From an optimization exercise on the open Yosys and OpenROAD flow, aimed at small area; shortcuts taken in it are not production practice.
The RTL was checked by simulation tests, not by an equivalence proof against the original design.
No activity file was given, so power comes from the tool's default toggle rates.

==> design/flow/design.v <==
module spi_daq #(
  parameter integer CLK_HZ = 50000000
) (
  input  wire          clk,
  input  wire          rst,
  input  wire          cmd_valid,
  output wire          cmd_ready,
  input  wire [31:0]   cmd_word,
  input  wire [31:0]   cfg_clock_hz,
  input  wire [7:0]    cfg_mode,
  input  wire          cfg_no_cs,
  input  wire          cfg_sync_enable,
  input  wire [31:0]   cfg_settle_frames,
  input  wire [31:0]   cfg_timeout_ms,
  input  wire [63:0]   now_ns,
  output reg           rsp_valid,
  output reg  [2:0]    rsp_code,
  output wire [63:0]   rsp_seq,
  output wire [63:0]   rsp_ts,
  output wire [255:0]  rsp_ch,
  output wire [191:0]  rsp_raw,
  output wire          sclk,
  output wire          mosi,
  output wire          cs_n,
  input  wire          miso,
  input  wire          drdy_n,
  output wire          sync_n
);
  localparam integer CYC_PER_MS = CLK_HZ / 1000;
  localparam integer HALF_NUM   = CLK_HZ / 2;       
  localparam [2:0] RC_OK        = 3'd0,
                   RC_INVALID   = 3'd1,
                   RC_ALREADY   = 3'd2,
                   RC_NOT_PERM  = 3'd3,
                   RC_TIMED_OUT = 3'd4,
                   RC_IO_FAIL   = 3'd6,
                   RC_REFUSED   = 3'd7;
  localparam [2:0] ST_CLR   = 3'd0,    
                   ST_IDLE  = 3'd1,
                   ST_PULSE = 3'd2,    
                   ST_WAIT  = 3'd3,    
                   ST_XFER  = 3'd4,    
                   ST_INC   = 3'd5;    
  reg  [2:0]   st;
  reg  [5:0]   ph;
  wire         ph31 = (ph == 6'd31);
  wire         ph63 = (ph == 6'd63);
  wire         seg0 = (ph[4:0] == 5'd0);
  wire s_clr  = (st == ST_CLR);
  wire s_idle = (st == ST_IDLE);
  wire s_pul  = (st == ST_PULSE);
  wire s_wait = (st == ST_WAIT);
  wire s_xfer = (st == ST_XFER);
  wire s_inc  = (st == ST_INC);
  reg          is_open, started, host;
  reg          cpol, cpha, nocs, synce;
  reg  [24:0]  hz;
  reg  [24:0]  acc;
  reg  [8:0]   e;
  reg          tp, ma, got, sm;
  reg          ts_c, neq, sq_c;
  reg          d1, d2, d3;
  reg  [63:0]  sq, ts, cf;
  reg  [191:0] raw;
  always @(posedge clk) begin
    d1 <= drdy_n;
    d2 <= d1;
    d3 <= d2;
  end
  wire drdy_fall = d3 & ~d2;
  wire        accept  = cmd_valid & cmd_ready;
  wire [7:0]  op      = cmd_word[7:0];
  wire        p_bit   = cmd_word[11];
  wire        hi_zero = (cmd_word[31:12] == 20'd0) && (cmd_word[10:8] == 3'd0);
  wire        c_open  = hi_zero && op == 8'h30;
  wire        c_start = hi_zero && !p_bit && op == 8'h31;
  wire        c_read  = hi_zero && op == 8'h32;
  wire        c_raw   = hi_zero && op == 8'h33;
  wire        c_stop  = hi_zero && !p_bit && op == 8'h34;
  wire        c_close = hi_zero && !p_bit && op == 8'h35;
  assign cmd_ready = s_idle & ph63;
  wire [25:0] sum      = {1'b0, acc} + (s_xfer ? {1'b0, hz} : 26'd1);
  wire        e_done   = e[8] & e[7];                   
  wire        tick     = s_xfer ? (sum >= HALF_NUM) : (acc[15:0] == CYC_PER_MS - 1);
  wire        edge_now = s_xfer & tick & ~e_done;
  wire op_clr = ph[5] ? ~(s_wait | (host & s_xfer)) : s_pul;
  wire op_inc = ph[5] ? (s_wait & ma)               : (s_inc & ~host);
  wire c_eff  = seg0 ? op_inc : ts_c;
  wire t_bit  = op_clr ? 1'b0 : (ts[0] ^ c_eff);
  wire neq_n  = (seg0 ? 1'b0 : neq) | (t_bit ^ cf[0]);
  wire match  = ~neq_n;                                 
  wire got_now = got | drdy_fall;
  wire go_xfer = s_wait & ph63 & got;
  wire cap     = go_xfer & host;
  wire tmo_hit = s_wait & ph63 & ~got & ma & match;
  wire sq_cin  = (ph == 6'd0) | sq_c;
  wire sq_bit  = s_clr ? 1'b0 : (sq[0] ^ (s_inc & sq_cin));
  wire load_cfg;
  wire [31:0] tmo_eff = (cfg_timeout_ms == 32'd0) ? 32'd2000 : cfg_timeout_ms;
  always @(posedge clk) begin
    sq   <= {sq_bit, sq[63:1]};
    sq_c <= sq[0] & sq_cin;
    if (cap)
      ts <= now_ns;
    else
      ts <= {t_bit, ts[63:1]};
    ts_c <= ts[0] & c_eff;
    neq  <= neq_n;
    if (load_cfg)
      cf <= {tmo_eff, cfg_settle_frames};
    else
      cf <= {cf[0], cf[63:1]};
  end
  wire sample = edge_now & (e[0] == cpha);
  wire raw_en = sample | s_clr;
  always @(posedge clk)
    if (raw_en)
      raw <= {raw[190:0], miso & ~s_clr};
  assign sclk = cpol ^ e[0];
  assign cs_n = ~(s_xfer & ~nocs);
  assign mosi = 1'b0;
  assign sync_n = ~s_pul;
  genvar gi;
  generate
    for (gi = 0; gi < 24; gi = gi + 1) begin : g_raw
      assign rsp_raw[8*gi +: 8] = raw[191 - 8*gi -: 8];
    end
    for (gi = 0; gi < 8; gi = gi + 1) begin : g_ch
      assign rsp_ch[32*gi +: 32] = {{8{raw[191 - 24*gi]}}, raw[191 - 24*gi -: 24]};
    end
  endgenerate
  assign rsp_seq = sq;
  assign rsp_ts  = ts;
  wire [24:0] hz_in = (cfg_clock_hz == 32'd0) ? 25'd1000000 :
                      (|cfg_clock_hz[31:25])  ? {25{1'b1}} : cfg_clock_hz[24:0];
  wire open_ok = accept & c_open & p_bit & ~is_open & (cfg_mode[7:2] == 6'd0);
  assign load_cfg = open_ok;
  reg  [2:0] st_n;
  reg        rv_n;
  reg  [2:0] rc_n;
  always @(*) begin
    st_n = st;
    rv_n = 1'b0;
    rc_n = RC_OK;
    case (st)
      ST_CLR:   if (acc[7] & acc[6]) st_n = ST_IDLE;
      ST_IDLE:  if (accept) begin
        rv_n = 1'b1;
        if (c_open) begin
          if (!p_bit)              rc_n = RC_INVALID;
          else if (is_open)        rc_n = RC_ALREADY;
          else if (cfg_mode[7:2] != 6'd0) rc_n = RC_IO_FAIL;
        end else if (c_start) begin
          if (!is_open)            rc_n = RC_NOT_PERM;
          else if (!started && synce) begin
            rv_n = 1'b0;
            st_n = ST_PULSE;
          end
        end else if (c_read) begin
          if (!p_bit)              rc_n = RC_INVALID;
          else if (!started)       rc_n = RC_NOT_PERM;
          else begin
            rv_n = 1'b0;
            st_n = ST_WAIT;
          end
        end else if (c_raw) begin
          if (!p_bit)              rc_n = RC_INVALID;
        end else if (c_stop) begin
        end else if (c_close) begin
          st_n = ST_CLR;
        end else
          rc_n = RC_REFUSED;
      end
      ST_PULSE: if (ph63 & acc[8] & acc[7] & acc[6]) begin
        if (sm) begin
          rv_n = 1'b1;
          st_n = ST_IDLE;
        end else
          st_n = ST_WAIT;
      end
      ST_WAIT: if (ph63) begin
        if (got)
          st_n = ST_XFER;
        else if (ma & match) begin
          rv_n = 1'b1;
          rc_n = RC_TIMED_OUT;
          st_n = ST_IDLE;
        end
      end
      ST_XFER: if (ph63 & e_done) begin
        rv_n = host;
        st_n = ST_INC;
      end
      ST_INC: if (ph63) begin
        if (host)
          st_n = ST_IDLE;
        else if (sm) begin
          rv_n = 1'b1;
          st_n = ST_IDLE;
        end else
          st_n = ST_WAIT;
      end
      default: st_n = ST_CLR;
    endcase
  end
  wire leave = (st_n != st);
  always @(posedge clk) begin
    if (rst) begin
      st        <= ST_CLR;
      ph        <= 6'd0;
      rsp_valid <= 1'b0;
      is_open   <= 1'b0;
      started   <= 1'b0;
      acc       <= 25'd0;
    end else begin
      st        <= st_n;
      ph        <= ph + 1'b1;
      rsp_valid <= rv_n;
      acc       <= (leave | tick | s_idle | s_inc) ? 25'd0 : sum[24:0];
      if (open_ok) begin
        is_open <= 1'b1;
        started <= 1'b0;
      end
      if (s_idle & accept) begin
        if (c_close) begin
          is_open <= 1'b0;
          started <= 1'b0;
        end
        if (c_stop)
          started <= 1'b0;
        if (c_start & is_open)
          started <= 1'b1;
      end
      if (tmo_hit & ~host)
        started <= 1'b0;
    end
  end
  always @(posedge clk) begin
    rsp_code <= rc_n;
    if (open_ok) begin
      cpol  <= cfg_mode[1];
      cpha  <= cfg_mode[0];
      nocs  <= cfg_no_cs;
      synce <= cfg_sync_enable;
      hz    <= hz_in;
    end
    if (s_idle & accept)
      host <= c_read;
    e   <= s_xfer ? e + edge_now : 9'd0;
    got <= s_wait & ~go_xfer & got_now;
    tp  <= s_wait & (tick | (tp & ~ph31));
    if (ph31) begin
      ma <= tp & s_wait;
      if (s_pul | s_inc)
        sm <= match;
    end
  end
endmodule
==> design/flow/run.sh <==
#!/bin/bash
# synth_recipe.tcl (not shown) runs the flow's synth.tcl, then flattens the netlist and writes it again
# the make line also repeats each setting of config.mk as NAME=value (left out here)
make -C /OpenROAD-flow-scripts/flow DESIGN_CONFIG=/design/flow/config.mk WORK_HOME=/design/flow/orfs CLKGATE_MAP_FILE= SYNTH_SCRIPT=/design/flow/synth_recipe.tcl finish
==> design/flow/config.mk <==
export PLATFORM = sky130hd
export DESIGN_NAME = spi_daq
export DESIGN_NICKNAME = spi_daq
export VERILOG_FILES = /design/flow/design.v
export SDC_FILE = /design/flow/constraint.sdc
export NUM_CORES = 4
export LEC_CHECK = 0
export CAP_MARGIN = 20
export CORE_MARGIN = 2
export CORE_UTILIZATION = 40
export PLACE_DENSITY = 0.6
export SLEW_MARGIN = 20
==> design/flow/constraint.sdc <==
create_clock -name core_clock -period 20.0 [get_ports {clk}]
set_input_delay 4.0000 -clock core_clock [delete_from_list [all_inputs] [get_ports {clk}]]
set_output_delay 4.0000 -clock core_clock [all_outputs]
set_load 0.01 [all_outputs]
==> summary.md, run 1 <==
| Metric | Value |
|---|---|
| Power per Cell Area | 85.4 nW/µm² |
| Post-DRT Antenna Nets | 0 |
| Total routed wirelength | 85.4 mm |
| Worst-Margin Slew | 1050 ps |
| Crit. Startpoint | st[2]$_SDFF_PP0_ |
| Worst path bufs/invs | 1 |
| First-pass GRT wire length | 114 mm |
| Crit path time final | 6930 ps |
| Hold Buf Count CTS | 0 |
| Routability cong. | 0.967 |
| Std cell rows | 80 |
| Worst-path maximum fanout | 15 |
| Final period utilization | 34.6% |
| Most frequent cells in the layout | clkdlybuf4s50_1, dfxtp_1, edfxtp_1 |
| Critical path arrival | 2930 ps |
| Reg2Reg Depth | 13 |
| Slowest CP cell | or3b_1 |
| Post CTS Setup Buffer Count | 0 |
| Status | complete, no violations |
| Worst Hold Class | reg -> reg |
| Critical Path Max Stage Delay | 730 ps |
| Clk slew on worst S/H paths | 60 ps |
| Core Region | 47,400 µm² |
| Vias in the first global route | 14,166 |
| CTS root buf | clkbuf_16 |
| Drt pass-1 iters | 5 |
| Tot GR Track Use | 33.5% |
| Syn Inst Count | 1,566 |
| CP startpoint kind | flip-flop |
| Combinational share of power | 10.5% |
| Synth Flop Type | dfxtp_1 |
| Cell internal pwr | 1790 µW |
| CTS Buf Count | 51 |
| Post-CTS sizing | 0 |
| Max Slew Vio Count | 0 |
| RSZ-0062 raised after global routing | no |
| Worst Setup Slack, final | 13,070 ps |
| Delay-heaviest family, CP | simple AND/OR/NAND/NOR gates |
| Placed Cells | 2,667 |
| Clk buf depth | 3 |
| Die Width | 222 µm |
| Worst Hold Endpoint | d2$_DFF_P_ |
| R2R setup slack | 13,180 ps |
| Non-Filler Instances | 2,763 |
| Clk Latency, worst-skew pair | 600 ps |
| Setup TNS | 0 ps |
| Vias | 14,425 |
| Worst reg2reg path endpoint | raw[6]$_DFFE_PP_ |
| Nets | 2,343 |
| Slew headroom | 30.1% |
| Final setup violation count | 0 |
| Distinct cells, synth | 81 |
| CTS tree | done |
| Largest net degree at the start of global routing | 81 |
| Max-cap viol count | 0 |
| Reg power frac | 46.1% |
| Post-synthesis sequential area ratio | 61.4% |
| Post-synth EDFFs | 224 |
| Max Clock Freq | 0.144 GHz |
| Final hold violation count | 0 |
| Total Power | 2340 µW |
| I/O Buffers | 790 |
| Syn_area_per_cell | 12.2 µm² |
| Psw | 548 µW |
| Commonest non-fill, non-tap cell in the layout | clkdlybuf4s50_1 |
| Die Y-Extent | 222 µm |
| Worst EP required | 16,000 ps |
| Sw frac | 23.4% |
| CTS sink cnt | 473 |
| Pre-CTS setup slack | 12,930 ps |
| DP HPWL | 70.1 mm |
| Die outline area | 49,400 µm² |
| Max VDD drop | 0.0000678 V |
| Initial Util | 40.2% |
| Syn Std Cell Area | 19,100 µm² |
| Hold wc startpoint | d1$_DFF_P_ |
| #FFs+latches synth | 473 |
| Final Skew | 13.9 ps |
| Num ports | 792 |
| Leakage power | 0.0106 µW |
| FF-to-FF Start | st[2]$_SDFF_PP0_ |
| Layout cells sized above 1 | 10.5% |
| Clock power share | 43.5% |
| DRC | 0 |
| Gr ovfl total | 0 |
| Crit path kind | reg -> out |
| Crit end category | output pin |
| Htree depth | 2 |
| DR vias/cell | 5.22 |
| FFs w/ async S/R, synth | 0% |
| Initial antenna violation count | 4 |
| Area grow syn2layout | 43.8% |
| Synth warn | 1 |
| DR WL/cell | 30.9 µm |
| Crit path cell chain | or3b_1, or2_2, clkdlybuf4s50_1 |
| Worst hold stages | 0 |
| Initial drt markers | 1,202 |
state kept, by name, indices dropped and copies added, names as in the netlist, 3 cells and up:
signal and flops:
acc 25, cf 64, e 9, hz 25, ph 6, raw 192, rsp_code 3, sq 64
st 3, ts 64
worst max-delay path by stage:
stage	end	slack [ps]	cells past startpoint
after detailed placement	acc[18]$_SDFF_PP0_	12930	10
final	cs_n	13070	3
after floorplan	raw[0]$_DFFE_PP_	13100	15
after global placement	acc[13]$_SDFF_PP0_	13000	10
after global routing	raw[6]$_DFFE_PP_	13000	13
after CTS	cs_n	13060	3
per-layer routing:
metal	wire length (µm)	up-vias	track usage (%)
met5	0	-	0
met4	5700	0	20.1
met3	9830	141	14.9
met2	38600	734	52.3
met1	31300	7171	37.7
li1	-	6379	-
area by class of cell:
cell class	count	area, µm²
Inverter	18	68.8
Clock buffer	68	1380
Tap cell	615	769
Timing Repair Buffer	798	7970
Fill cell	4023	20000
Sequential cell	473	11700
Antenna cell	2	5.00
Multi-Input combinational cell	763	5120
Clock inverter	26	399
power groups by stage:
stage               Clock (µW)  Sequential (µW)  Combinational, µW
global placement             0             1100                246
global route              1070             1080                251
CTS                       1030             1080                246
finish                    1020             1080                245
floorplan                    0             1100               70.8
detailed placement           0             1100                245
cell usage after synthesis (7+ instances only):
cell type    n  area [µm²]
and3_1      11        68.8
and2_1      34         213
nor4_1      26         163
nand4_1     15        93.8
edfxtp_1   224        6730
mux2_2      89        1000
o211ai_1     9        67.6
dfxtp_1    249        4980
xnor2_1     10        87.6
o21a_1       7        52.6
a21oi_1     48         240
ha_1        30         375
nand3_1     37         185
nor2_1      60         225
nand2_1    145         544
o21ai_0     29         145
inv_1       18        67.6
clkbuf_1    36         135
buf_4      261        1960
or2_2       29         181
a21o_1      11        82.6
xor2_1      17         149
nor3_1      36         180
nand3b_1    11        82.6
kinds of logic (layout without fill, tap and decap cells):
family          Yosys count  in the layout  share of synthesized area [%]
compound gates          165            165                           5.98
xor+xnor                 27             27                           1.24
fa+ha+maj                31             31                           2.07
buf+inv                 330            910                           11.8
flops                   473            473                           61.4
mux                      92             92                           5.41
other cells               1              3                         0.0197
simple gates            447            447                           12.0
per-stage QoR:
| stage | area (µm²) | utilization (%) | hold WS [ps] |
|---|---|---|---|
| 6_report | 27400 | 57.8 | 326 |
| 5_1_grt | 27400 | 57.8 | 349 |
| 4_1_cts | 27400 | 57.8 | 327 |
| 3_5_place_dp | 25600 | 54.0 | 312 |
| 3_3_place_gp | 25600 | 54.0 | 313 |
| 2_1_floorplan | 19100 | - | 310 |
==> run 2: changes to the inputs <==
==> design/flow/flow/run.sh (new file) <==
#!/bin/bash
# Standard ORFS layout with smaller port buffers and a clock tree without dummy loads.
set -euo pipefail
export BUFFER_PORTS_ARGS="-buffer_cell sky130_fd_sc_hd__buf_1"
export CTS_ARGS="-sink_clustering_enable -repair_clock_nets -dont_use_dummy_load -buf_list sky130_fd_sc_hd__clkbuf_8"
bash standard.sh > standard.log 2>&1
==> design/flow/standard.sh (new file) <==
#!/bin/bash
# synth_recipe.tcl (not shown) runs the flow's synth.tcl, then flattens the netlist and writes it again
# the make line also repeats each setting of config.mk as NAME=value (left out here)
make -C /OpenROAD-flow-scripts/flow DESIGN_CONFIG=/design/flow/config.mk WORK_HOME=/design/flow/orfs CLKGATE_MAP_FILE= SYNTH_SCRIPT=/design/flow/synth_recipe.tcl "${@:-finish}"
--- a/design/flow/config.mk
+++ b/design/flow/config.mk
@@ -5,6 +5,7 @@
 export SDC_FILE = /design/flow/constraint.sdc
 export NUM_CORES = 4
 export LEC_CHECK = 0
+export ABC_AREA = 1
 export CAP_MARGIN = 20
 export CORE_MARGIN = 2
 export CORE_UTILIZATION = 40
removed: design/flow/run.sh
==> run 2 against run 1 <==
Net effect: utilization fell by 11 points; via count increased by 5.7%; clock-buffer cell count increased by 10; wire length shrank 8.5%; total power decreased by 14%; clock power is 32% lower; sequential power barely moved; first-iteration DRC count down 14%.
==> summary.md, run 2 <==
| Metric | Value |
|---|---|
| Status | complete, no violations |
| Drt pass-1 iters | 5 (unchanged) |
| Distinct cells, synth | 47 (-42%) |
| Worst-Margin Slew | 1060 ps (+10.8 ps) |
| Layout cells sized above 1 | 8.23% (-2.3 points) |
| Psw | 543 µW (-1.1%) |
| Max Clock Freq | 0.161 GHz (+12%) |
| Slowest CP cell | buf_4 |
| Worst-path maximum fanout | 83 (+68) |
| CTS Buf Count | 78 (+53%) |
| Commonest non-fill, non-tap cell in the layout | buf_1 |
| Most frequent cell after synthesis | nand2_1 |
| Initial drt markers | 1,033 (-14%) |
| Routability cong. | 0.974 (+0.82%) |
| CTS tree | done |
| FFs w/ async S/R, synth | 0% (unchanged) |
| Slew headroom | 29.3% (-0.72 points) |
| Vias | 15,253 (+5.7%) |
| DR WL/cell | 25.4 µm (-18%) |
| I/O Buffers | 790 (unchanged) |
| Area leader, netlist | edfxtp_1 |
| Setup TNS | 0 ps (unchanged) |
| Area of the multi-input gates | 4690 µm² (-8.4%) |
| Std cell rows | 80 (unchanged) |
| RSZ-0062 raised after global routing | no |
| Combinational share of power | 10.3% (-0.2 points) |
| Syn Inst Count | 1,866 (+19%) |
| CP dominant cell by count | nand2_1 |
| Worst hold slack | 339 ps (+12.6 ps) |
| Worst EP required | 20,230 ps (+4230 ps) |
| CP startpoint kind | flip-flop |
| Reg power frac | 55.1% (+9.0 points) |
| Cell internal pwr | 1460 µW (-19%) |
| Max-cap viol count | 0 (unchanged) |
| Initial antenna violation count | 8 (+4) |
| Worst hold stages | 0 (unchanged) |
| Most flops, register | raw |
| Final Skew | 60.1 ps (+46.2 ps) |
| Post-DRT Antenna Nets | 0 (unchanged) |
| Reg2Reg Depth | 22 (+9) |
| Post-synth EDFFs | 224 (unchanged) |
| First-pass GRT wire length | 104 mm (-8.0%) |
| CTS root buf | clkbuf_8 |
| Post-synthesis sequential area ratio | 60.7% (-0.72 points) |
| Critical Path Max Stage Delay | 890 ps (+160 ps) |
| Critical path arrival | 6440 ps (+3510 ps) |
| Nets | 2,695 (+15%) |
| #FFs+latches synth | 473 (unchanged) |
| Top cells by area, synth | edfxtp_1, dfxtp_1, buf_4, nand2_1, inv_1 |
| Initial Util | 40.5% (+0.30 points) |
| Num ports | 792 (unchanged) |
| Final Instance Area | 22,100 µm² (-19%) |
| Worst Hold Class | reg -> reg |
| CTS sink cnt | 473 (unchanged) |
| Final hold violation count | 0 (unchanged) |
| Syn_area_per_cell | 10.3 µm² (-15%) |
| Largest register FFs | 192 (unchanged) |
| Vias in the first global route | 14,353 (+1.3%) |
| Clk buf depth | 3 (unchanged) |
| Die Y-Extent | 224 µm (+0.58%) |
| Die outline area | 50,000 µm² (+1.2%) |
| Reg area | 11,700 µm² (unchanged) |
| Power per Cell Area | 90.6 nW/µm² (+6.1%) |
| Core Region | 47,600 µm² (+0.42%) |
| Leakage power | 0.00869 µW (-18%) |
| Fillers | 4,596 (+14%) |
| Final period utilization | 31.1% (-3.6 points) |
| Clock power share | 34.5% (-9.0 points) |
| Sw frac | 27.1% (+3.7 points) |
| Crit path kind | reg -> reg |
| Crit path cell chain | nor2_1, nand2_1, buf_4, nor2_1, ha_1, nand2_1, nand3_1, nand2_1, nand2_1, nand2_1, nand3_1, nand2_1, nand2_1, nor2_1, nand2_1, nor2_1, nand3_1, nand3_1, nand4_1, nand2_4, buf_4, buf_4 |
| Placed Instance Area | 21,000 µm² (-18%) |
| Gr ovfl total | 0 (unchanged) |
| Synth Flop Type | dfxtp_1 |
| Max VDD drop | 0.0000589 V (-13%) |
| Largest net degree at the start of global routing | 84 (+3.7%) |
| Area share of the largest cell type after synthesis | 34.9% (-0.41 points) |
| Synth warn | 1 (unchanged) |
| Post-CTS sizing | 0 (unchanged) |
| DRC | 0 (unchanged) |
| Crit path time final | 6210 ps (-716 ps) |
| Total routed wirelength | 78.1 mm (-8.5%) |
| Synth cell count leaders | nand2_1, buf_4, dfxtp_1 |
| Area grow syn2layout | 14.6% |
| Most frequent cells in the layout | buf_1, nand2_1, dfxtp_1 |
| Clk slew on worst S/H paths | 60 ps (about the same) |
| Post CTS Setup Buffer Count | 0 (unchanged) |
| Syn Std Cell Area | 19,300 µm² (+1.2%) |
| Htree depth | 3 (+1) |
| Max Slew Vio Count | 0 (unchanged) |
| Final setup violation count | 0 (unchanged) |
| DR vias/cell | 4.97 (-4.9%) |
| Hold Buf Count CTS | 0 (unchanged) |
| Tot GR Track Use | 30.1% (-3.3 points) |
| DP HPWL | 65.0 mm (-7.3%) |
| Crit end category | flip-flop |
| Clk Latency, worst-skew pair | 660 ps (+60 ps) |
| Die Width | 224 µm (+0.58%) |
run 2: final timing paths:
kind | to | slack (ps) | startpoint
worst max register to register | raw[112]$_DFFE_PP_ | 13790 | st[0]$_SDFF_PP0_
worst max-delay path | raw[112]$_DFFE_PP_ | 13790 | st[0]$_SDFF_PP0_
worst min-delay path | sq[41]$_DFF_P_ | 340 | sq[42]$_DFF_P_
worst min register to register | sq[41]$_DFF_P_ | 340 | sq[42]$_DFF_P_
run 2: per-layer routing:
layer / track usage [%] / share of wire [%] / up-vias
met2: 48.0 / 46 / 815
met3: 8.37 / 8.3 / 166
li1: - / - / 6912
met4: 23.1 / 9.0 / 4
met1: 34.5 / 36 / 7356
met5: 0 / 0.033 / -
run 2: layout make-up:
cell class,count,share of cell area (%)
clock buffers,78,4.86
diodes,2,0.0226
inverters,226,3.84
repair buffers,796,13.6
flip-flops and latches,473,53.0
multi-input cells,882,21.2
well taps,615,3.48
run 2: critical path: cells and delay by family, from the launching register on:
family	cells	cell delay, ps
and+or+nand+nor	18	2780
buffers and inverters	3	2010
adders and majority gates	1	370
DFF	1	440
run 2: logic make-up (layout without fill, tap and decap cells):
family                   after synthesis  in the layout  share of synthesized area (%)
multiplexers                          63             63                           3.68
other                                  1              3                         0.0194
XOR/XNOR                              12             12                          0.545
flip-flops                           473            473                           60.7
buffers and inverters                511           1100                           15.1
AND/OR/NAND/NOR                      679            679                           15.1
adder cells (fa/ha/maj)               31             31                           2.05
AO/OA/AOI/OAI                         96             96                           2.81
run 2: per-stage QoR:
step                      utilization, %  power [µW]  setup slack [ps]  cells
after detailed placement            44.1        1330             13540   2992
after floorplan                        -        1210             12470   1866
after global placement              44.1        1330             13620   2992
after CTS                           46.4        2020             13820   3070
final                               46.4        2000             13790   3072
after global routing                46.4        2060             13320   3071
run 2: power groups by stage:
stage / logic, µW / clock network (µW) / registers [µW]
after floorplan: 83.0 / 0 / 1120
after global placement: 207 / 0 / 1120
after detailed placement: 207 / 0 / 1120
after CTS: 208 / 706 / 1100
after global routing: 208 / 745 / 1110
final: 207 / 692 / 1100
==> run 3: changes to the inputs <==
==> design/flow/flow/run.sh (replaced) <==
#!/bin/bash
# Standard ORFS layout with buf_1 port buffers and a clock tree without dummy loads.
set -euo pipefail
export BUFFER_PORTS_ARGS="-buffer_cell sky130_fd_sc_hd__buf_1"
export CTS_ARGS="-sink_clustering_enable -repair_clock_nets -dont_use_dummy_load -buf_list sky130_fd_sc_hd__clkbuf_4 -sink_clustering_size 30"
bash standard.sh > standard.log 2>&1
--- a/design/flow/config.mk
+++ b/design/flow/config.mk
@@ -5,7 +5,6 @@
 export SDC_FILE = /design/flow/constraint.sdc
 export NUM_CORES = 4
 export LEC_CHECK = 0
-export ABC_AREA = 1
 export CAP_MARGIN = 20
 export CORE_MARGIN = 2
 export CORE_UTILIZATION = 40
==> run 3 against run 2 <==
Net effect: via count down 4.3%; die area decreased by 1.1%; utilization down 0.85 points; combinational power is 29% lower.
==> summary.md, run 3 <==
| Metric | Value |
|---|---|
| Initial antenna violation count | 10 (+2) |
| Power per Cell Area | 85.2 nW/µm² (-6.0%) |
| CTS Buf Count | 119 (+53%) |
| CP startpoint kind | flip-flop |
| Syn_area_per_cell | 12.2 µm² (+18%) |
| Crit path kind | reg -> out |
| Most frequent cells in the layout | buf_1, dfxtp_1, edfxtp_1 |
| Final setup violation count | 0 (unchanged) |
| Clk buf depth | 3 (unchanged) |
| Num ports | 792 (unchanged) |
| Layout cells sized above 1 | 12.3% (+4.1 points) |
| Post-synthesis sequential area ratio | 61.4% (+0.72 points) |
| R2R setup slack | 13,290 ps (-500 ps) |
| Post-synth EDFFs | 224 (unchanged) |
| Placed Cells | 2,667 (-11%) |
| Area leader, netlist | edfxtp_1 |
| Die Y-Extent | 222 µm (-0.57%) |
| Final Skew | 117 ps (+57.0 ps) |
| Syn Inst Count | 1,566 (-16%) |
| Distinct cells, synth | 81 (+72%) |
| DR vias/cell | 5.22 (+5.1%) |
| Total Power | 1840 µW (-8.1%) |
| First-pass GRT wire length | 108 mm (+3.3%) |
| Synth cell count leaders | buf_4, dfxtp_1, edfxtp_1 |
| Delay-heaviest family, CP | simple AND/OR/NAND/NOR gates |
| Initial drt markers | 1,306 (+26%) |
| Combinational share of power | 8.0% (-2.3 points) |
| Hold Buf Count CTS | 0 (unchanged) |
| Gr ovfl total | 0 (unchanged) |
| Clk slew on worst S/H paths | 60 ps (about the same) |
| Area grow syn2layout | 13.3% |
| DRC | 0 (unchanged) |
| Max-cap viol count | 0 (unchanged) |
| Crit path time final | 6790 ps (+574 ps) |
| Worst hold slack | 294 ps (-44.8 ps) |
| DR WL/cell | 29.2 µm (+15%) |
| Worst path bufs/invs | 1 (-2) |
| Vias in the first global route | 14,007 (-2.4%) |
| Setup TNS | 0 ps (unchanged) |
| DP HPWL | 67.3 mm (+3.5%) |
| FFs w/ async S/R, synth | 0% (unchanged) |
| Syn Std Cell Area | 19,100 µm² (-1.2%) |
| Top cells by area, synth | edfxtp_1, dfxtp_1, buf_4, mux2_2, nand2_1 |
| Reg power frac | 58.7% (+3.6 points) |
| Most flops, register | raw |
| Fillers | 4,557 (-0.85%) |
| CTS root buf | clkbuf_4 |
| CTS tree | done |
| Tot GR Track Use | 32.0% (+1.9 points) |
| Synth warn | 1 (unchanged) |
| Worst-Margin Slew | 992 ps (-67.7 ps) |
| Routability cong. | 1.01 (+3.6%) |
| I/O Buffers | 790 (unchanged) |
| Status | complete, no violations |
| Largest register FFs | 192 (unchanged) |
| Final period utilization | 33.9% (+2.9 points) |
| Critical Path Max Stage Delay | 680 ps (-210 ps) |
| Std cell rows | 80 (unchanged) |
| Max VDD drop | 0.0000638 V (+8.3%) |
| Post CTS Setup Buffer Count | 0 (unchanged) |
| Area share of the largest cell type after synthesis | 35.3% (+0.41 points) |
| Non-Filler Instances | 2,796 (-9.0%) |
| Max Slew Vio Count | 0 (unchanged) |
| Worst Hold Class | reg -> reg |
| Htree depth | 3 (unchanged) |
| Drt pass-1 iters | 5 (unchanged) |
| Total routed wirelength | 81.7 mm (+4.6%) |
| Nets | 2,411 (-11%) |
| Vias | 14,594 (-4.3%) |
| Slowest CP cell | or3b_1 |
| Core Region | 47,400 µm² (-0.42%) |
| Die Width | 222 µm (-0.57%) |
| Critical path arrival | 2790 ps (-3650 ps) |
| Clk Latency, worst-skew pair | 910 ps (+250 ps) |
| #FFs+latches synth | 473 (unchanged) |
| Die outline area | 49,400 µm² (-1.1%) |
| Worst EP required | 16,000 ps (-4230 ps) |
| Psw | 491 µW (-9.6%) |
| Slew headroom | 33.9% (+4.5 points) |
| Commonest non-fill, non-tap cell in the layout | buf_1 |
| Cell internal pwr | 1350 µW (-7.5%) |
| Crit end category | output pin |
| Clock power share | 33.2% (-1.3 points) |
| Worst-path maximum fanout | 15 (-82%) |
| RSZ-0062 raised after global routing | no |
| Post-CTS sizing | 0 (unchanged) |
| CTS sink cnt | 473 (unchanged) |
| Crit path cell chain | or3b_1, or2_2, buf_1 |
| Initial Util | 40.2% (-0.30 points) |
| Post-DRT Antenna Nets | 0 (unchanged) |
| Max Clock Freq | 0.147 GHz (-8.5%) |
| Leakage power | 0.00806 µW (-7.2%) |
| Sw frac | 26.6% (-0.45 points) |
| Synth Flop Type | dfxtp_1 |
| Largest net degree at the start of global routing | 77 (-8.3%) |
| Final hold violation count | 0 (unchanged) |
| Most frequent cell after synthesis | buf_4 |
==> run 3: cells by family after synthesis <==
logic type,count (synthesis),synth area share [%]
other,1,0.0197
and+or+nand+nor,447,12.0
buffers and inverters,330,11.8
DFF,473,61.4
xor gates and xnor gates,27,1.24
adders and majority gates,31,2.07
AOI/OAI and AO/OA,165,5.98
muxes,92,5.41
==> run 3: area by class of cell <==
class                      count  area (µm²)  share of cell area, %
inverter                      18        68.8                  0.318
multi-input combinational    763        5120                   23.7
sequential                   473       11700                   54.2
clock buffer                 119         893                   4.13
timing repair buffer         798        3030                   14.0
tap                          615         769                   3.56
antenna                       10        25.0                  0.116
==> run 3: per-layer routing <==
| layer | global-route usage (%) | part of all wire [%] | vias up |
|---|---|---|---|
| li1 | - | - | 6495 |
| met1 | 34.8 | 34 | 7091 |
| met2 | 48.6 | 45 | 843 |
| met3 | 16.2 | 13 | 165 |
| met4 | 22.2 | 7.7 | 0 |
| met5 | 0 | 0 | - |
==> run 3: worst reg2reg max path, stage by stage (launching register included) <==
cell	delay [ps]
dfxtp_1	650
or3b_1	690
or2_2	400
ha_1	230
fa_1	430
a211oi_1	350
o211ai_1	280
a211o_1	380
a211oi_2	320
mux2i_1	150
o2bb2ai_1	460
a21oi_1	140
a21bo_4	760
buf_4	970
==> run 3: path summary, 6_finish.rpt <==
| kind | from | end | depth (start not counted) |
|---|---|---|---|
| hold / removal | sq[23]$_DFF_P_ | sq[22]$_DFF_P_ | 0 |
| hold reg to reg | sq[23]$_DFF_P_ | sq[22]$_DFF_P_ | 0 |
| setup reg to reg | st[2]$_SDFF_PP0_ | raw[40]$_DFFE_PP_ | 13 |
| setup / recovery | st[2]$_SDFF_PP0_ | cs_n | 3 |
==> run 3: per-stage QoR <==
stage / utilization, % / area, µm² / setup WS, ps
after floorplan: - / 19100 / 13100
after global placement: 43.6 / 20700 / 13150
after detailed placement: 43.6 / 20700 / 13130
after CTS: 45.5 / 21600 / 13140
after global routing: 45.5 / 21600 / 13010
final: 45.6 / 21600 / 13210
==> run 3: power groups by stage <==
stage / sequential, µW / clock [µW] / combinational (µW)
global route: 1080 / 673 / 154
global placement: 1100 / 0 / 148
CTS: 1080 / 632 / 148
floorplan: 1100 / 0 / 70.8
detailed placement: 1100 / 0 / 147
finish: 1080 / 612 / 148
==> run 4: changes to the inputs <==
--- a/design/flow/design.v
+++ b/design/flow/design.v
@@ -40,7 +40,8 @@
                    ST_PULSE = 3'd2,    
                    ST_WAIT  = 3'd3,    
                    ST_XFER  = 3'd4,    
-                   ST_INC   = 3'd5;    
+                   ST_INC   = 3'd5,    
+                   ST_CAPZ  = 3'd6;    
   reg  [2:0]   st;
   reg  [5:0]   ph;
   wire         ph31 = (ph == 6'd31);
@@ -52,6 +53,7 @@
   wire s_wait = (st == ST_WAIT);
   wire s_xfer = (st == ST_XFER);
   wire s_inc  = (st == ST_INC);
+  wire s_capz = (st == ST_CAPZ);
   reg          is_open, started, host;
   reg          cpol, cpha, nocs, synce;
   reg  [24:0]  hz;
@@ -83,7 +85,7 @@
   wire        e_done   = e[8] & e[7];                   
   wire        tick     = s_xfer ? (sum >= HALF_NUM) : (acc[15:0] == CYC_PER_MS - 1);
   wire        edge_now = s_xfer & tick & ~e_done;
-  wire op_clr = ph[5] ? ~(s_wait | (host & s_xfer)) : s_pul;
+  wire op_clr = ph[5] ? ~(s_wait | (host & s_xfer)) : (s_pul | s_capz);
   wire op_inc = ph[5] ? (s_wait & ma)               : (s_inc & ~host);
   wire c_eff  = seg0 ? op_inc : ts_c;
   wire t_bit  = op_clr ? 1'b0 : (ts[0] ^ c_eff);
@@ -91,7 +93,7 @@
   wire match  = ~neq_n;                                 
   wire got_now = got | drdy_fall;
   wire go_xfer = s_wait & ph63 & got;
-  wire cap     = go_xfer & host;
+  wire cap     = s_capz & ph63;
   wire tmo_hit = s_wait & ph63 & ~got & ma & match;
   wire sq_cin  = (ph == 6'd0) | sq_c;
   wire sq_bit  = s_clr ? 1'b0 : (sq[0] ^ (s_inc & sq_cin));
@@ -100,16 +102,10 @@
   always @(posedge clk) begin
     sq   <= {sq_bit, sq[63:1]};
     sq_c <= sq[0] & sq_cin;
-    if (cap)
-      ts <= now_ns;
-    else
-      ts <= {t_bit, ts[63:1]};
+    ts <= {t_bit, ts[63:1]} | (now_ns & {64{cap}});
     ts_c <= ts[0] & c_eff;
     neq  <= neq_n;
-    if (load_cfg)
-      cf <= {tmo_eff, cfg_settle_frames};
-    else
-      cf <= {cf[0], cf[63:1]};
+    cf <= {cf[0] & is_open, cf[63:1]} | ({tmo_eff, cfg_settle_frames} & {64{load_cfg}});
   end
   wire sample = edge_now & (e[0] == cpha);
   wire raw_en = sample | s_clr;
@@ -180,13 +176,14 @@
       end
       ST_WAIT: if (ph63) begin
         if (got)
-          st_n = ST_XFER;
+          st_n = host ? ST_CAPZ : ST_XFER;
         else if (ma & match) begin
           rv_n = 1'b1;
           rc_n = RC_TIMED_OUT;
           st_n = ST_IDLE;
         end
       end
+      ST_CAPZ: if (ph63) st_n = ST_XFER;
       ST_XFER: if (ph63 & e_done) begin
         rv_n = host;
         st_n = ST_INC;
==> design/flow/flow/run.sh (replaced) <==
#!/bin/bash
# Standard ORFS layout with buf_1 port buffers and a clock tree without dummy loads.
set -euo pipefail
export BUFFER_PORTS_ARGS="-buffer_cell sky130_fd_sc_hd__buf_1"
export CTS_ARGS="-sink_clustering_enable -repair_clock_nets -dont_use_dummy_load -buf_list sky130_fd_sc_hd__clkbuf_8 -sink_clustering_size 20 -sink_clustering_max_diameter 60"
bash standard.sh > standard.log 2>&1
--- a/design/flow/config.mk
+++ b/design/flow/config.mk
@@ -7,6 +7,6 @@
 export LEC_CHECK = 0
 export CAP_MARGIN = 20
 export CORE_MARGIN = 2
-export CORE_UTILIZATION = 40
-export PLACE_DENSITY = 0.6
+export CORE_UTILIZATION = 60
+export PLACE_DENSITY = 0.7
 export SLEW_MARGIN = 20
==> run 4 against run 3 <==
Net effect: the run now fails in I/O pin placement; synthesized cell count down 6.4%; area after synthesis down 3.3%.
==> summary.md, run 4 <==
| Metric | Value |
|---|---|
| Status | aborted with a tool error |
| Exit stage | I/O pin placement |
| Error message | [ERROR PPL-0024] Number of IO pins (792) exceeds maximum number of available positions (642). Increase the die perimeter from 717.38um to 1077.12um. |
| Post-synthesis mux area share | 0.0543% (-5.4 points) |
| Syn Std Cell Area | 18,400 µm² (-3.3%) |
| Synth cell count leaders | buf_4, dfxtp_1, edfxtp_1 |
| Post-synthesis sequential area ratio | 63.5% (+2.1 points) |
| Most frequent cell after synthesis | buf_4 |
| #FFs+latches synth | 473 (unchanged) |
| Complex-gate fraction of the synthesized area | 10.8% (+4.8 points) |
| Top cells by area, synth | edfxtp_1, dfxtp_1, buf_4, a21o_1, ha_1 |
| Synth warn | 1 (unchanged) |
| Area share of the largest cell type after synthesis | 36.5% (+1.2 points) |
| Synth Flop Type | dfxtp_1 |
| Post-Synth Adder-Cell Area | 2.14% (+0.070 points) |
| Syn Inst Count | 1,465 (-6.4%) |
| Area leader, netlist | edfxtp_1 |
| Initial Util | 60.6% (+20 points) |
| Distinct cells, synth | 85 (+4.9%) |
| Std cell rows | 64 (-20%) |
| Post-synth EDFFs | 224 (unchanged) |
| Die Width | 179 µm (-19%) |
| Post-Synth Simple-Gate Area | 9.80% (-2.2 points) |
| Die Y-Extent | 179 µm (-19%) |
| FFs w/ async S/R, synth | 0% (unchanged) |
| Syn_area_per_cell | 12.6 µm² (+3.4%) |
| Xor-xnor portion of the synthesized cell area | 1.38% (+0.14 points) |
| Main combinational cell family by area after synthesis | buffers and inverters |
[run 4: cells by family after synthesis]
family / after synthesis
and+or+nand+nor: 332
other: 1
DFF: 473
buffers and inverters: 318
xor gates and xnor gates: 29
adders and majority gates: 31
muxes: 1
AOI/OAI and AO/OA: 280
==> run 5: changes to the inputs <==
--- a/design/flow/config.mk
+++ b/design/flow/config.mk
@@ -7,6 +7,6 @@
 export LEC_CHECK = 0
 export CAP_MARGIN = 20
 export CORE_MARGIN = 2
-export CORE_UTILIZATION = 60
-export PLACE_DENSITY = 0.7
+export CORE_UTILIZATION = 40
+export PLACE_DENSITY = 0.6
 export SLEW_MARGIN = 20
==> run 5 against run 4 <==
Net effect: area after synthesis unchanged; synthesized cell count is the same; the run again fails in I/O pin placement.
==> summary.md, run 5 <==
| Metric | Value |
|---|---|
| Status | aborted with a tool error |
| Exit stage | I/O pin placement |
| Error message | [ERROR PPL-0024] Number of IO pins (792) exceeds maximum number of available positions (786). Increase the die perimeter from 875.02um to 1077.12um. |
| Initial Util | 40.6% (-20 points) |
| Syn Std Cell Area | 18,400 µm² (unchanged) |
| Std cell rows | 78 (+22%) |
| FFs w/ async S/R, synth | 0% (unchanged) |
| Area leader, netlist | edfxtp_1 |
| #FFs+latches synth | 473 (unchanged) |
| Synth warn | 1 (unchanged) |
| Post-synth EDFFs | 224 (unchanged) |
| Synth cell count leaders | buf_4, dfxtp_1, edfxtp_1 |
| Post-synthesis sequential area ratio | 63.5% (unchanged) |
| Syn_area_per_cell | 12.6 µm² (unchanged) |
| Synth Flop Type | dfxtp_1 |
| Die Y-Extent | 219 µm (+22%) |
| Syn Inst Count | 1,465 (unchanged) |
| Distinct cells, synth | 85 (unchanged) |
| Die Width | 219 µm (+22%) |
| Most frequent cell after synthesis | buf_4 |
| Top cells by area, synth | edfxtp_1, dfxtp_1, buf_4, a21o_1, ha_1 |
| Area share of the largest cell type after synthesis | 36.5% (unchanged) |
-- run 5: cells by family after synthesis --
group                    synth area share (%)
flip-flops                               63.5
XOR/XNOR                                 1.38
adder cells (fa/ha/maj)                  2.14
AND/OR/NAND/NOR                          9.80
other                                  0.0203
multiplexers                           0.0543
AO/OA/AOI/OAI                            10.8
buffers and inverters                    12.3
==> run 6: changes to the inputs <==
--- a/design/flow/config.mk
+++ b/design/flow/config.mk
@@ -6,7 +6,7 @@
 export NUM_CORES = 4
 export LEC_CHECK = 0
 export CAP_MARGIN = 20
-export CORE_MARGIN = 2
-export CORE_UTILIZATION = 40
+export CORE_AREA = 4 4 228 228
+export DIE_AREA = 0 0 232 232
 export PLACE_DENSITY = 0.6
 export SLEW_MARGIN = 20
==> run 6 against run 5 <==
Net effect: the run now finishes clean; area after synthesis stayed put; synthesized cell count did not move.
==> summary.md, run 6 <==
| Metric | Value |
|---|---|
| Clk buf depth | 3 |
| Post-DRT Antenna Nets | 0 |
| Post-synthesis sequential area ratio | 63.5% (unchanged) |
| CTS sink cnt | 473 |
| Commonest non-fill, non-tap cell in the layout | buf_1 |
| Syn Std Cell Area | 18,400 µm² (unchanged) |
| Top cells by area, synth | edfxtp_1, dfxtp_1, buf_4, a21o_1, ha_1 |
| Most flops, register | raw |
| Largest register FFs | 192 |
| #FFs+latches synth | 473 (unchanged) |
| Die outline area | 53,800 µm² |
| Num ports | 792 |
| Nets | 2,245 |
| Die Y-Extent | 232 µm (+6.1%) |
| Vias in the first global route | 13,025 |
| Area share of the largest cell type after synthesis | 36.5% (unchanged) |
| Initial drt markers | 815 |
| Distinct cells, synth | 85 (unchanged) |
| Final Skew | 129 ps |
| Clk Latency, worst-skew pair | 650 ps |
| DR WL/cell | 29.1 µm |
| Drt pass-1 iters | 5 |
| Clock power share | 16.8% |
| Combinational share of power | 26.8% |
| DR vias/cell | 5.09 |
| Area leader, netlist | edfxtp_1 |
| Syn_area_per_cell | 12.6 µm² (unchanged) |
| Psw | 1160 µW |
| Worst-path maximum fanout | 76 |
| First-pass GRT wire length | 103 mm |
| Leakage power | 0.00837 µW |
| Initial Util | 37.5% (-3.1 points) |
| Final period utilization | 32.8% |
| Initial antenna violation count | 5 |
| Post CTS Setup Buffer Count | 0 |
| Crit path cell chain | nor3b_2, buf_4, nand2b_1, ha_1, fa_1, a211oi_1, o211ai_1, nand3_4, a211oi_1, a211oi_1, nand3_1, or4_4, o21a_1, o21bai_4, buf_4, buf_4 |
| Reg power frac | 56.4% |
| Synth cell count leaders | buf_4, dfxtp_1, edfxtp_1 |
| Syn Inst Count | 1,465 (unchanged) |
| Total routed wirelength | 77.6 mm |
| Pre-CTS setup slack | 13,070 ps |
| Slowest CP cell | buf_4 |
| Final setup violation count | 0 |
| CTS root buf | clkbuf_8 |
| CTS Buf Count | 39 |
| CP startpoint kind | flip-flop |
| Final hold violation count | 0 |
| Max Slew Vio Count | 0 |
| Slew headroom | 35.0% |
| Hold Buf Count CTS | 0 |
| Worst-Margin Slew | 976 ps |
| RSZ-0062 raised after global routing | no |
| CTS tree | done |
| Crit end category | flip-flop |
| Post-synth EDFFs | 224 (unchanged) |
| Area grow syn2layout | 12.1% |
| Max VDD drop | 0.0000711 V |
| Worst Setup Slack, final | 13,450 ps |
| Std cell rows | 81 (+3.8%) |
| Worst Hold Class | reg -> reg |
| Gr ovfl total | 0 |
| Core Region | 49,300 µm² |
| Max-cap viol count | 0 |
| FFs w/ async S/R, synth | 0% (unchanged) |
| Vias | 13,597 |
| Crit path kind | reg -> reg |
| Htree depth | 2 |
| Routability cong. | 1.04 |
| Synth warn | 1 (unchanged) |
| Critical path arrival | 6740 ps |
| DRC | 0 |
| Worst hold slack | 313 ps |
| Setup TNS | 0 ps |
| Critical Path Max Stage Delay | 860 ps |
| Die Width | 232 µm (+6.1%) |
| DP HPWL | 65.6 mm |
| Sw frac | 40.9% |
| Delay-heaviest family, CP | buffers and inverters |
| Tot GR Track Use | 27.3% |
| Max Clock Freq | 0.153 GHz |
| Synth Flop Type | dfxtp_1 |
| I/O Buffers | 790 |
| Post-CTS sizing | 0 |
| Power per Cell Area | 137 nW/µm² |
| Status | complete, no violations |
| Most frequent cell after synthesis | buf_4 |
| Worst EP required | 20,190 ps |
| Most frequent cells in the layout | buf_1, dfxtp_1, edfxtp_1 |
| Cell internal pwr | 1680 µW |
| Crit path time final | 6550 ps |
| Layout cells sized above 1 | 5.54% |
| Fin util | 42.0% |
| Largest net degree at the start of global routing | 77 |
| Clk slew on worst S/H paths | 110 ps |
| Worst path bufs/invs | 3 |
## run 6: cell counts after synthesis
Identical to the previous run, type by type.
## run 6: layer usage
metal	up-vias	global-route usage, %	part of all wire (%)
met3	135	5.86	6.5
met2	705	48.3	51
met1	6781	29.8	35
met5	-	0	0.017
li1	5974	-	-
met4	2	16.5	7.3
## run 6: worst register-to-register path, cell delays in order, from the launching register on
cell and delay (ps):
dfxtp_1 650, nor3b_2 420, buf_4 300, nand2b_1 100, ha_1 210, fa_1 460, a211oi_1 330, o211ai_1 230
nand3_4 190, a211oi_1 90, a211oi_1 550, nand3_1 150, or4_4 490, o21a_1 250, o21bai_4 140, buf_4 520
buf_4 930
## run 6: cell type report
class / count / area [µm²]
fillers: 4810 / 28600
flip-flops and latches: 473 / 11700
multi-input cells: 674 / 4490
repair buffers: 800 / 3040
well taps: 664 / 831
clock buffers: 39 / 537
inverters: 19 / 71.3
diodes: 1 / 2.50
## run 6: logic make-up (layout without fill, tap and decap cells)
family                     after synthesis  after routing  synth area share [%]
buffers and inverters                  318            858                  12.3
xor gates and xnor gates                29             29                  1.38
other                                    1              2                0.0203
adders and majority gates               31             31                  2.14
muxes                                    1              1                0.0543
and+or+nand+nor                        332            332                  9.80
DFF                                    473            473                  63.5
AOI/OAI and AO/OA                      280            280                  10.8
## run 6: power by group through the flow
stage / registers (µW) / clock network [µW] / logic (µW)
after floorplan: 1580 / 0 / 527
after global placement: 1620 / 0 / 782
after detailed placement: 1630 / 0 / 773
after CTS: 1610 / 493 / 775
after global routing: 1630 / 527 / 798
final: 1600 / 477 / 762
## run 6: through the flow
step / instances / power (µW) / cell area [µm²]
after floorplan: 1465 / 2110 / 18400
after global placement: 2630 / 2400 / 20100
after detailed placement: 2630 / 2400 / 20100
after CTS: 2669 / 2880 / 20700
after global routing: 2669 / 2950 / 20700
final: 2670 / 2840 / 20700
## run 6: worst paths after layout
path	startpoint	end	slack, ps	cells after the start
worst max-delay path	st[2]$_SDFF_PP0_	raw[73]$_DFFE_PP_	13450	16
worst min-delay path	sq[3]$_DFF_P_	sq[2]$_DFF_P_	310	0
worst max register to register	st[2]$_SDFF_PP0_	raw[73]$_DFFE_PP_	13450	16
worst min register to register	sq[3]$_DFF_P_	sq[2]$_DFF_P_	310	0
==> run 7: changes to the inputs <==
==> design/flow/flow/run.sh (replaced) <==
#!/bin/bash
# Standard ORFS layout with buf_1 port buffers, synthesis buffers removed, a clock tree
# without dummy loads.
set -euo pipefail
export BUFFER_PORTS_ARGS="-buffer_cell sky130_fd_sc_hd__buf_1"
export CTS_ARGS="-sink_clustering_enable -repair_clock_nets -dont_use_dummy_load -buf_list sky130_fd_sc_hd__clkbuf_8 -sink_clustering_size 20 -sink_clustering_max_diameter 60"
export REMOVE_ABC_BUFFERS=1
bash standard.sh > standard.log 2>&1
==> run 7 against run 6 <==
Net effect: wire length grew 2.7%; register-to-register slack gained 280 ps; sequential power grew 2%; highest routed layer unchanged.
==> summary.md, run 7 <==
| Metric | Value |
|---|---|
| Syn Inst Count | 1,465 (unchanged) |
| Post-CTS sizing | 0 (unchanged) |
| Reg power frac | 56.2% (-0.2 points) |
| Syn_area_per_cell | 12.6 µm² (unchanged) |
| Synth cell count leaders | buf_4, dfxtp_1, edfxtp_1 |
| Commonest non-fill, non-tap cell in the layout | buf_1 |
| RSZ-0062 raised after global routing | no |
| CTS sink cnt | 473 (unchanged) |
| FFs w/ async S/R, synth | 0% (unchanged) |
| Fillers | 4,859 (+1.0%) |
| Post-synthesis mux area share | 0.0543% (unchanged) |
| Most frequent cell after synthesis | buf_4 |
| Std cell rows | 81 (unchanged) |
| Die Width | 232 µm (unchanged) |
| Critical Path Max Stage Delay | 410 ps (-450 ps) |
| Clk Latency, worst-skew pair | 640 ps (about the same) |
| CTS Buf Count | 40 (+2.6%) |
| Worst Setup Slack, final | 13,540 ps (+96.7 ps) |
| Crit path kind | reg -> out |
| Area share of the largest cell type after synthesis | 36.5% (unchanged) |
| CP startpoint kind | flip-flop |
| Pre-CTS setup slack | 13,050 ps (-15.2 ps) |
| Final hold violation count | 0 (unchanged) |
| Psw | 1240 µW (+6.3%) |
| Tot GR Track Use | 28.0% (+0.72 points) |
| Crit end category | output pin |
| Top cells by area, synth | edfxtp_1, dfxtp_1, buf_4, a21o_1, ha_1 |
| DR vias/cell | 5.02 (-1.3%) |
| Final Skew | 79.3 ps (-49.8 ps) |
| Power per Cell Area | 141 nW/µm² (+2.7%) |
| Leakage power | 0.00836 µW (-0.12%) |
| Worst Hold Class | reg -> reg |
| Final setup violation count | 0 (unchanged) |
| Die Y-Extent | 232 µm (unchanged) |
| Worst-path maximum fanout | 7 (-91%) |
| Syn Std Cell Area | 18,400 µm² (unchanged) |
| DP HPWL | 67.2 mm (+2.6%) |
| Die outline area | 53,800 µm² (unchanged) |
| Gr ovfl total | 0 (unchanged) |
| Reg area | 11,700 µm² (unchanged) |
| Max-cap viol count | 0 (unchanged) |
| Status | complete, no violations |
| Hold Buf Count CTS | 0 (unchanged) |
| Critical path arrival | 2460 ps (-4280 ps) |
| Area grow syn2layout | 12.2% (about the same) |
| Synth Flop Type | dfxtp_1 |
| Synth warn | 1 (unchanged) |
| Clock power share | 16.7% (about the same) |
| DR WL/cell | 29.8 µm (+2.5%) |
| Layout cells sized above 1 | 5.44% (-0.094 points) |
| Most frequent cells in the layout | buf_1, dfxtp_1, edfxtp_1 |
| Crit path time final | 6460 ps (-96.7 ps) |
| Nets | 2,243 (-0.089%) |
| Vias in the first global route | 12,833 (-1.5%) |
| Most flops, register | raw |
| Initial antenna violation count | 8 (+3) |
| I/O Buffers | 790 (unchanged) |
| Largest register FFs | 192 (unchanged) |
| Routability cong. | 1.00 (-2.9%) |
| Non-Filler Instances | 2,675 (+0.19%) |
| Area of the multi-input gates | 4500 µm² (+0.14%) |
| Total Power | 2920 µW (+2.7%) |
| Max Clock Freq | 0.155 GHz (+1.5%) |
| Placed Instance Area | 20,100 µm² (about the same) |
| Post-Synth Simple-Gate Area | 9.80% (unchanged) |
| Core Region | 49,300 µm² (unchanged) |
| Vias | 13,441 (-1.1%) |
| Slowest CP cell | nor2_1 |
| Initial Util | 37.5% (unchanged) |
| Max VDD drop | 0.0000740 V (+4.1%) |
| Main combinational cell family by area after synthesis | buffers and inverters |
| Sw frac | 42.3% (+1.4 points) |
| Initial drt markers | 931 (+14%) |
| Combinational share of power | 27.1% (+0.3 points) |
| Num ports | 792 (unchanged) |
| Htree depth | 2 (unchanged) |
| Worst-Margin Slew | 1010 ps (+30.9 ps) |
| #FFs+latches synth | 473 (unchanged) |
| First-pass GRT wire length | 104 mm (+1.3%) |
| CTS tree | done |
| Crit path cell chain | ha_1, nand4_1, nor2_1, and3_1, buf_1 |
| Post-Synth Adder-Cell Area | 2.14% (unchanged) |
| Clk slew on worst S/H paths | 110 ps (about the same) |
| Drt pass-1 iters | 5 (unchanged) |
| Final Instance Area | 20,700 µm² (about the same) |
| Post-synth EDFFs | 224 (unchanged) |
| Cell internal pwr | 1680 µW (+0.25%) |
| Area leader, netlist | edfxtp_1 |
| Xor-xnor portion of the synthesized cell area | 1.38% (unchanged) |
| Total routed wirelength | 79.7 mm (+2.7%) |
| Largest net degree at the start of global routing | 94 (+22%) |
| Placed Cells | 2,627 (-0.11%) |
| Max Slew Vio Count | 0 (unchanged) |
| Post-DRT Antenna Nets | 0 (unchanged) |
| Final period utilization | 32.3% (-0.48 points) |
| Distinct cells, synth | 85 (unchanged) |
| Complex-gate fraction of the synthesized area | 10.8% (unchanged) |
| Setup TNS | 0 ps (unchanged) |
| Clk buf depth | 3 (unchanged) |
| Post-synthesis sequential area ratio | 63.5% (unchanged) |
| Worst EP required | 16,000 ps (-4190 ps) |
| Post CTS Setup Buffer Count | 0 (unchanged) |
| CTS root buf | clkbuf_8 |
| DRC | 0 (unchanged) |
| Slew headroom | 32.9% (-2.1 points) |
run 7: final timing paths:
| kind | end | cells after the start | start | slack, ps |
|---|---|---|---|---|
| min | sq[48]$_DFF_P_ | 0 | sq[49]$_DFF_P_ | 350 |
| min reg2reg | sq[48]$_DFF_P_ | 0 | sq[49]$_DFF_P_ | 350 |
| max reg2reg | raw[66]$_DFFE_PP_ | 15 | st[2]$_SDFF_PP0_ | 13730 |
| max | cmd_ready | 5 | ph[0]$_SDFF_PP0_ | 13540 |
run 7: critical path, delay by kind of cell (launching register included):
family	cells	cell delay [ps]
and+or+nand+nor	3	1000
DFF	1	390
adders and majority gates	1	230
buffers and inverters	1	200
run 7: stage by stage:
step                      hold slack (ps)  util (%)
after global placement                332      40.9
after detailed placement              335      40.9
after floorplan                       310         -
after CTS                             352      42.0
final                                 348      42.0
after global routing                  361      42.0
run 7: layer usage:
metal  share of wire [%]  GRT usage [%]  vias up  wire (µm)
met5               0.010              0        -          8
met4                 3.0           7.81        2       2410
met3                  10           11.3       89       8000
met2                  48           45.7      638      38000
met1                  39           34.4     6721      31300
li1                    -              -     5991          -
run 7: final cells by class:
type / count / area share (%)
diodes: 8 / 0.0967
clock buffers: 40 / 2.66
inverters: 19 / 0.345
multi-input cells: 674 / 21.7
flip-flops and latches: 473 / 56.6
well taps: 664 / 4.01
repair buffers: 797 / 14.6
run 7: logic make-up (layout without fill, tap and decap cells):
group / after synthesis / count (layout)
flops: 473 / 473
simple gates: 332 / 332
buf+inv: 318 / 856
compound gates: 280 / 280
fa+ha+maj: 31 / 31
xor+xnor: 29 / 29
other cells: 1 / 9
mux: 1 / 1
run 7: power groups by stage:
stage	Clock [µW]	Combinational [µW]	Sequential, µW
after floorplan	0	26.1	1740
after global placement	0	811	1650
after detailed placement	0	799	1660
after CTS	504	801	1640
after global routing	535	821	1660
final	488	789	1640
==> run 8: changes to the inputs <==
==> design/flow/flow/run.sh (replaced) <==
#!/bin/bash
# Standard ORFS layout with buf_1 port buffers, synthesis buffers removed, a clock tree
# without dummy loads, and power recovery (downsizing) after global routing.
set -euo pipefail
export BUFFER_PORTS_ARGS="-buffer_cell sky130_fd_sc_hd__buf_1"
export CTS_ARGS="-sink_clustering_enable -repair_clock_nets -dont_use_dummy_load -buf_list sky130_fd_sc_hd__clkbuf_8 -sink_clustering_size 20 -sink_clustering_max_diameter 60"
export REMOVE_ABC_BUFFERS=1
export RECOVER_POWER=100
bash standard.sh > standard.log 2>&1
==> run 8 against run 7 <==
Net effect: clock skew increased by 1.4 ps; synthesized cell count is the same; the layout now fails its checks (max-capacitance violations, max-slew violations); critical path depth up 11; critical endpoint is now raw[66]$_DFFE_PP_; wire length decreased by 0.22%; fmax decreased by 40%; sequential cell count did not move.
==> summary.md, run 8 <==
| Metric | Value |
|---|---|
| Most frequent cells in the layout | buf_1, dfxtp_1, edfxtp_1 |
| Leakage power | 0.00834 µW (-0.30%) |
| Synth warn | 1 (unchanged) |
| FFs w/ async S/R, synth | 0% (unchanged) |
| Worst hold slack | 347 ps (-1.01 ps) |
| Clk slew on worst S/H paths | 110 ps (about the same) |
| Cell internal pwr | 1680 µW (+0.16%) |
| Final Instance Area | 20,600 µm² (-0.33%) |
| Hold Buf Count CTS | 0 (unchanged) |
| Post-DRT Antenna Nets | 0 (unchanged) |
| Setup TNS | 0 ps (unchanged) |
| DP HPWL | 67.2 mm (unchanged) |
| GR Util met3 | 11.3% (unchanged) |
| Tot GR Track Use | 28.0% (unchanged) |
| Post CTS Setup Buffer Count | 0 (unchanged) |
| Vias | 13,439 (-0.015%) |
| Core Region | 49,300 µm² (unchanged) |
| RSZ-0062 raised after global routing | no |
| Total Power | 2920 µW (about the same) |
| Max VDD drop | 0.0000737 V (-0.32%) |
| Area grow syn2layout | 11.8% |
| Post-synth EDFFs | 224 (unchanged) |
| Max Slew Vio Count | 316 (+316) |
| Failed Checks | max-capacitance violations, max-slew violations |
| Nets | 2,243 (unchanged) |
| Syn_area_per_cell | 12.6 µm² (unchanged) |
| Die Width | 232 µm (unchanged) |
| Worst Hold Class | reg -> reg |
| Synth cell count leaders | buf_4, dfxtp_1, edfxtp_1 |
| Num ports | 792 (unchanged) |
| DR WL/cell | 29.7 µm (-0.25%) |
| Crit end category | flip-flop |
| Drt pass-1 iters | 5 (unchanged) |
| Critical Path Max Stage Delay | 2960 ps (+2550 ps) |
| Synth Flop Type | dfxtp_1 |
| Crit path time final | 10,700 ps (+4240 ps) |
| Vias in the first global route | 12,833 (unchanged) |
| DRC | 0 (unchanged) |
| Worst-Margin Slew | 4200 ps (+3190 ps) |
| First-pass GRT wire length | 104 mm (unchanged) |
| Std cell rows | 81 (unchanged) |
| CTS tree | done |
| Die Y-Extent | 232 µm (unchanged) |
| #FFs+latches synth | 473 (unchanged) |
| Initial drt markers | 948 (+1.8%) |
| Post-CTS sizing | 0 (unchanged) |
| Largest register FFs | 192 (unchanged) |
| Slew headroom | -180% (-210 points) |
| I/O Buffers | 790 (unchanged) |
| Syn Std Cell Area | 18,400 µm² (unchanged) |
| Area share of the largest cell type after synthesis | 36.5% (unchanged) |
| Distinct cells, synth | 85 (unchanged) |
| Final period utilization | 53.5% (+21 points) |
| Pre-CTS setup slack | 13,050 ps (unchanged) |
| Most flops, register | raw |
| Syn Inst Count | 1,465 (unchanged) |
| Reg2Reg Depth | 16 (+1) |
| Area leader, netlist | edfxtp_1 |
| Clk Latency, worst-skew pair | 640 ps (about the same) |
| Htree depth | 2 (unchanged) |
| Placed Instance Area | 20,100 µm² (unchanged) |
| CTS root buf | clkbuf_8 |
| Gr ovfl total | 0 (unchanged) |
| Max Clock Freq | 0.0935 GHz (-40%) |
| DR vias/cell | 5.02 (about the same) |
| Top cells by area, synth | edfxtp_1, dfxtp_1, buf_4, a21o_1, ha_1 |
| Crit path kind | reg -> reg |
| Slowest CP cell | clkbuf_1 |
| Worst EP required | 20,140 ps (+4140 ps) |
| Psw | 1230 µW (-0.25%) |
| Reg area | 11,700 µm² (unchanged) |
| Routability cong. | 1.00 (unchanged) |
| Commonest non-fill, non-tap cell in the layout | buf_1 |
| Combinational share of power | 27.0% (about the same) |
| Global route hottest layer | met2 |
| CTS Buf Count | 40 (unchanged) |
| Global routing usage on met1 | 34.4% (unchanged) |
| Fillers | 4,869 (+0.21%) |
| Layout cells sized above 1 | 4.84% (-0.60 points) |
| Critical path arrival | 10,840 ps (+8380 ps) |
| Post-synthesis sequential area ratio | 63.5% (unchanged) |
| Final hold violation count | 0 (unchanged) |
| Most frequent cell after synthesis | buf_4 |
| Initial Util | 37.5% (unchanged) |
| CTS sink cnt | 473 (unchanged) |
| CP dominant cell by count | clkbuf_1 |
| Post-Synth Simple-Gate Area | 9.80% (unchanged) |
| Complex-gate fraction of the synthesized area | 10.8% (unchanged) |
| Crit path cell chain | nor3b_1, clkbuf_1, nand2b_1, ha_1, fa_1, a211oi_1, o211ai_1, nand3_1, a21oi_1, o31ai_1, o211ai_1, or4_1, o21a_1, o21bai_4, clkbuf_1, clkbuf_1 |
| Post-Synth Adder-Cell Area | 2.14% (unchanged) |
| Worst Setup Slack, final | 9300 ps (-4240 ps) |
| Die outline area | 53,800 µm² (unchanged) |
| Largest net degree at the start of global routing | 94 (unchanged) |
| Xor-xnor portion of the synthesized cell area | 1.38% (unchanged) |
| Final setup violation count | 0 (unchanged) |
| Total routed wirelength | 79.6 mm (-0.22%) |
| Worst hold stages | 0 (unchanged) |
| Status | complete, but fails checks |
| Post-synthesis mux area share | 0.0543% (unchanged) |
| Max-cap viol count | 5 (+5) |
| Area of the multi-input gates | 4440 µm² (-1.1%) |
| Main combinational cell family by area after synthesis | buffers and inverters |
| Clock power share | 16.7% (about the same) |
| Clk buf depth | 3 (unchanged) |
| Final Skew | 80.7 ps (+1.37 ps) |
| Reg power frac | 56.3% (about the same) |
| Initial antenna violation count | 7 (-1) |
| CP startpoint kind | flip-flop |
| Sw frac | 42.2% (-0.098 points) |
| Power per Cell Area | 141 nW/µm² (+0.31%) |
| Met2 Track Usage GR | 45.7% (unchanged) |
| Worst-path maximum fanout | 74 (+67) |
run 8: layer usage:
layer  share of wire (%)  vias up
met2                  48      660
met3                  11       92
met1                  38     6698
met5               0.010        -
met4                 3.1        2
li1                    -     5987
run 8: cells by family after synthesis:
| group | after synthesis |
|---|---|
| DFF | 473 |
| xor gates and xnor gates | 29 |
| muxes | 1 |
| buffers and inverters | 318 |
| adders and majority gates | 31 |
| other | 1 |
| and+or+nand+nor | 332 |
| AOI/OAI and AO/OA | 280 |
run 8: layout make-up:
type	count	area share [%]
Timing Repair Buffer	797	14.5
Clock buffer	40	2.67
Multi-Input combinational cell	674	21.5
Sequential cell	473	56.8
Tap cell	664	4.03
Inverter	19	0.346
Antenna cell	9	0.109
run 8: power groups by stage:
stage                     clock network, µW  registers [µW]  logic, µW
after detailed placement                  0            1660        799
final                                   487            1640        786
after global placement                    0            1650        811
after CTS                               504            1640        801
after floorplan                           0            1740       26.1
after global routing                    535            1660        820
run 8: path summary, 6_finish.rpt:
kind                    startpoint                end  slack, ps
setup reg to reg  st[2]$_SDFF_PP0_  raw[66]$_DFFE_PP_       9300
setup / recovery  st[2]$_SDFF_PP0_  raw[66]$_DFFE_PP_       9300
hold reg to reg     sq[49]$_DFF_P_     sq[48]$_DFF_P_        350
hold / removal      sq[49]$_DFF_P_     sq[48]$_DFF_P_        350
run 8: worst max-delay path, delay by kind of cell (launching register included):
| family | cells | cell delay [ps] |
|---|---|---|
| AND/OR/NAND/NOR | 4 | 1930 |
| flip-flops | 1 | 620 |
| adder cells (fa/ha/maj) | 2 | 700 |
| buffers and inverters | 3 | 5240 |
| AO/OA/AOI/OAI | 7 | 1600 |
run 8: stage by stage:
step                util (%)  std cells
global route            41.9       2670
CTS                     42.0       2667
global placement        40.9       2627
detailed placement      40.9       2627
finish                  41.9       2676
floorplan                  -       1166

[port drivers added, routing unchanged]
The results above use ideal ports. As a check the final layouts listed here were re-extracted and re-timed, cells and wires unchanged.
Step 1, drivers: a clkbuf_16 drives clk and a buf_2 each remaining input, both assumed.
Step 2 times the ports against the registers' clock, not the clock port: input delays grow and output delays shrink by t, the midpoint of the rising clock arrivals with the driver on.
a / b / c = no drivers / after step 1 / after step 2; a / b = the first two.
run	t (ns)	setup WS [ns]	slew at the worst register clock pin (ns)	worst data-port slew with drivers (ns)
run 1	0.655	13.072 / 13.012 / 12.973	0.06 / 0.06	0.13
run 2	0.692	13.789 / 13.766 / 13.499	0.06 / 0.06	0.11
run 3	0.911	13.215 / 13.155 / 13.032	0.07 / 0.07	0.12
run 6	0.647	13.447 / 13.447 / 13.117	0.12 / 0.12	0.11
run 7	0.655	13.544 / 13.490 / 13.080	0.12 / 0.12	0.18
run 8	0.654	9.304 / 9.304 / 9.304	0.12 / 0.12	0.19
For run 7, which loses most, drivers alone change the setup slack by -0.054 ns; drivers and shift together by -0.464 ns.
